Background: an optimization exercise with open tools, aiming at small area and a short achievable clock period. Do not read the settings as production practice. At most, simulation tests tie the RTL to the original design; equivalence was not proved.

Setup of P:
==> flow/design.v (excerpt) <==
module fm_demod (
    input  wire        clk,
    input  wire        rst,         
    input  wire        in_valid,
    input  wire [7:0]  in_i,
    input  wire [7:0]  in_q,
    output wire        out_valid,
    output wire [15:0] out_ph
);
Size: about 4900 cells after synthesis, about 790 flip-flops, roughly 45000 um^2 of cells after synthesis.
clock: 7.0 ns
lec_check: 0
abc_area: 1
cap_margin: 20
core_margin: 2
core_utilization: 45
setup_slack_margin: 4.3
slew_margin: 20
standard.sh (not shown) runs the stock make flow with config.mk's settings and CLKGATE_MAP_FILE= SYNTH_SCRIPT=/design/flow/synth_recipe.tcl, a recipe that flattens the netlist after the stock synthesis.
==> flow/flow/run.sh <==
#!/bin/bash
# The standard layout (the standard.sh, unchanged synthesis), except that the
# port buffers are sky130_fd_sc_hd__buf_2 cells instead of the delay buffer
# buffer_ports picks by default.  Each tool's output goes to its own log here.
set -euo pipefail
bash standard.sh synth > synth.log 2>&1
bash standard.sh "BUFFER_PORTS_ARGS=-buffer_cell sky130_fd_sc_hd__buf_2" finish > layout.log 2>&1
cp -r orfs/logs layout_logs 2>/dev/null || true
diff inputs: P => Q
- changing CORE_UTILIZATION from 45 to 60
- changing SETUP_SLACK_MARGIN from 4.3 to 4.0
==> flow/run.sh (new file) <==
#!/bin/bash
# synth_recipe.tcl (not shown) runs the flow's synth.tcl, then flattens the netlist and writes it again
# the make line also repeats each setting of config.mk as NAME=value (left out here)
make -C /OpenROAD-flow-scripts/flow DESIGN_CONFIG=/design/flow/config.mk WORK_HOME=/design/flow/orfs CLKGATE_MAP_FILE= SYNTH_SCRIPT=/design/flow/synth_recipe.tcl finish
removed: flow/flow/run.sh
removed: flow/standard.sh
| area inside the core boundary | Q vs P | better |
Q | status: complete | timing, DRC, antenna: pass
NOTE: cell area in Q falls short of that of P
As far as simple-gate share of the synthesized area goes, Q and P are indistinguishable; the numbers are identical.
Sort Q and P by shortest clock period the worst path allows after layout asc -> top: P
Q against P: fmax now sits lower, final-layout worst hold slack now larger.
Comparing Q against P, there is no change at all in antenna cell count.


Setup of before:
fm_demod, a different RTL version from the one above (not shown whole).
For scale: ~770 flip-flops, ~36 I/O pins, ~46000 sq um of cells after synthesis.
==> flow/config.mk <==
export PLATFORM = sky130hd
export DESIGN_NAME = fm_demod
export DESIGN_NICKNAME = fm_demod
export VERILOG_FILES = /design/flow/design.v
export SDC_FILE = /design/flow/constraint.sdc
export NUM_CORES = 4
export LEC_CHECK = 0
export ABC_AREA = 1
export CAP_MARGIN = 20
export CORE_MARGIN = 2
export CORE_UTILIZATION = 45
export SETUP_SLACK_MARGIN = 4.0
export SLEW_MARGIN = 20
==> flow/constraint.sdc <==
create_clock -name core_clock -period 7.0 [get_ports {clk}]
set_input_delay 1.4000 -clock core_clock [delete_from_list [all_inputs] [get_ports {clk}]]
set_output_delay 1.4000 -clock core_clock [all_outputs]
set_load 0.01 [all_outputs]
run.sh (not shown) runs the stock make flow with config.mk's settings and CLKGATE_MAP_FILE= SYNTH_SCRIPT=/design/flow/synth_recipe.tcl, a recipe that flattens the netlist after the stock synthesis.
Stock flow here: none of the scripts above is used.
before: done, clean on timing, DRC and antenna
diff inputs: before => after
==> flow/flow/run.sh (new file) <==
#!/bin/bash
# The standard layout (the standard.sh, unchanged synthesis), except that the
# port buffers are sky130_fd_sc_hd__buf_2 cells instead of the delay buffer
# buffer_ports picks by default.  Each tool's output goes to its own log here.
set -euo pipefail
bash standard.sh synth > synth.log 2>&1
bash standard.sh "BUFFER_PORTS_ARGS=-buffer_cell sky130_fd_sc_hd__buf_2" finish > layout.log 2>&1
cp -r orfs/logs layout_logs 2>/dev/null || true
==> flow/standard.sh (new file) <==
#!/bin/bash
# synth_recipe.tcl (not shown) runs the flow's synth.tcl, then flattens the netlist and writes it again
# the make line also repeats each setting of config.mk as NAME=value (left out here)
make -C /OpenROAD-flow-scripts/flow DESIGN_CONFIG=/design/flow/config.mk WORK_HOME=/design/flow/orfs CLKGATE_MAP_FILE= SYNTH_SCRIPT=/design/flow/synth_recipe.tcl "${@:-finish}"
--- a/flow/config.mk
+++ b/flow/config.mk
@@ -10,4 +10,4 @@
 export CORE_MARGIN = 2
 export CORE_UTILIZATION = 45
-export SETUP_SLACK_MARGIN = 4.0
+export SETUP_SLACK_MARGIN = 4.3
 export SLEW_MARGIN = 20
removed: flow/run.sh
- Diff before -> after: all-layer global routing usage did not really move, via density per instance went down.
- Looking at beginning of the critical path, the b2_r13 result is from before; the b5_r13 one comes from after.
- Looking at capture point of the critical path, the zp_r14[15] result is from before; the zp_r14[14] one comes from after.
- As far as number of distinct library cells after synthesis goes, before and after are indistinguishable; the numbers are identical.
- Summary of after over before: final critical path time including I/O delays and setup went up, setup slack saw a decrease.


Another version of the RTL of fm_demod (not shown whole).
Size: ~810 flip-flops, about 36 I/O pins, roughly 45000 um^2 of cells after synthesis.
==> flow/design.v (excerpt) <==
module fm_demod (
    input  wire        clk,
    input  wire        rst,         
    input  wire        in_valid,
    input  wire [7:0]  in_i,
    input  wire [7:0]  in_q,
    output wire        out_valid,
    output wire [15:0] out_ph
);
    wire signed [8:0] a_in = $signed({1'b0, in_i}) - 9'sd127;
    wire signed [8:0] b_in = $signed({1'b0, in_q}) - 9'sd127;
    reg  signed [8:0] cur_a, cur_b, prv_a, prv_b;
    wire [4:0] an = {cur_a[8], cur_a[7], cur_a[5], cur_a[3], cur_a[1]};
    wire [4:0] ao = {cur_a[8] ^ cur_a[7], cur_a[6] ^ cur_a[5], cur_a[4] ^ cur_a[3], cur_a[2] ^ cur_a[1], cur_a[0] ^ 1'b0};
    wire [3:0] at = {(cur_a[7] & ~cur_a[6] & ~cur_a[5]) | (~cur_a[7] & cur_a[6] & cur_a[5]), (cur_a[5] & ~cur_a[4] & ~cur_a[3]) | (~cur_a[5] & cur_a[4] & cur_a[3]), (cur_a[3] & ~cur_a[2] & ~cur_a[1]) | (~cur_a[3] & cur_a[2] & cur_a[1]), (cur_a[1] & ~cur_a[0] & ~1'b0) | (~cur_a[1] & cur_a[0] & 1'b0)};
    wire [4:0] bn = {cur_b[8], cur_b[7], cur_b[5], cur_b[3], cur_b[1]};
    wire [4:0] bo = {cur_b[8] ^ cur_b[7], cur_b[6] ^ cur_b[5], cur_b[4] ^ cur_b[3], cur_b[2] ^ cur_b[1], cur_b[0] ^ 1'b0};
  ...
clock: 7.0 ns
lec_check: 0
abc_area: 0
cap_margin: 20
core_margin: 2
core_utilization: 45
setup_slack_margin: 4.0
slew_margin: 20
Stock flow here: none of the scripts above is used.
Next try:
Settings changed: ABC_AREA 0 to 1.
What happened:
- The changed run completed without violations
- global-route usage goes up by 2.3 points
- via count goes up by 24%
- routed wire length increases by 22%
- count of clock-buffer cells in the layout increases by 2
- die area rises by 9.3%
- synthesized cell count rises by 35%
- flip-flop and latch count stays the same
- clock skew shrinks by 11 ps
No run of this note included a check of the RTL's function; only the layout flow was run.

## separate check: timing with driven ports
In the flow no input, the clock included, has a driving cell. The finished layouts below were timed again as built, in two steps.
Step 1 sets driving cells, clkbuf_16 on the clock port and buf_2 on the other inputs (assumed; they add their load-dependent delay and slew).
Step 2 also shifts input and output timing later by t, the mid clock arrival at the registers, as if the neighbouring blocks saw the same clock.
Three values: ideal ports, drivers, drivers and shift; two values: the first two.
run	t, ns	setup slack, ns	hold slack, ns	slew at the worst register clock pin (ns)	cell pins on the clock port's net
P	0.717	4.070 / 4.070 / 4.070	0.318 / 0.318 / 0.318	0.07 / 0.07	1
Q	0.698	3.956 / 3.956 / 3.671	0.323 / 0.323 / 0.323	0.06 / 0.06	1
before	0.714	4.026 / 4.026 / 3.615	0.315 / 0.315 / 0.315	0.06 / 0.06	1
after	0.724	3.983 / 3.983 / 3.952	0.316 / 0.316 / 0.316	0.07 / 0.07	1
the first run of note 3	0.724	3.679 / 3.679 / 3.679	0.323 / 0.323 / 0.323	0.07 / 0.07	1
the second run of note 3	0.726	4.053 / 4.032 / 3.662	0.318 / 0.318 / 0.318	0.06 / 0.06	1
After both steps setup and hold are still met in every run listed. The setup slack of before, which loses most, moves by 0.000 ns with the drivers and by -0.411 ns with both steps.
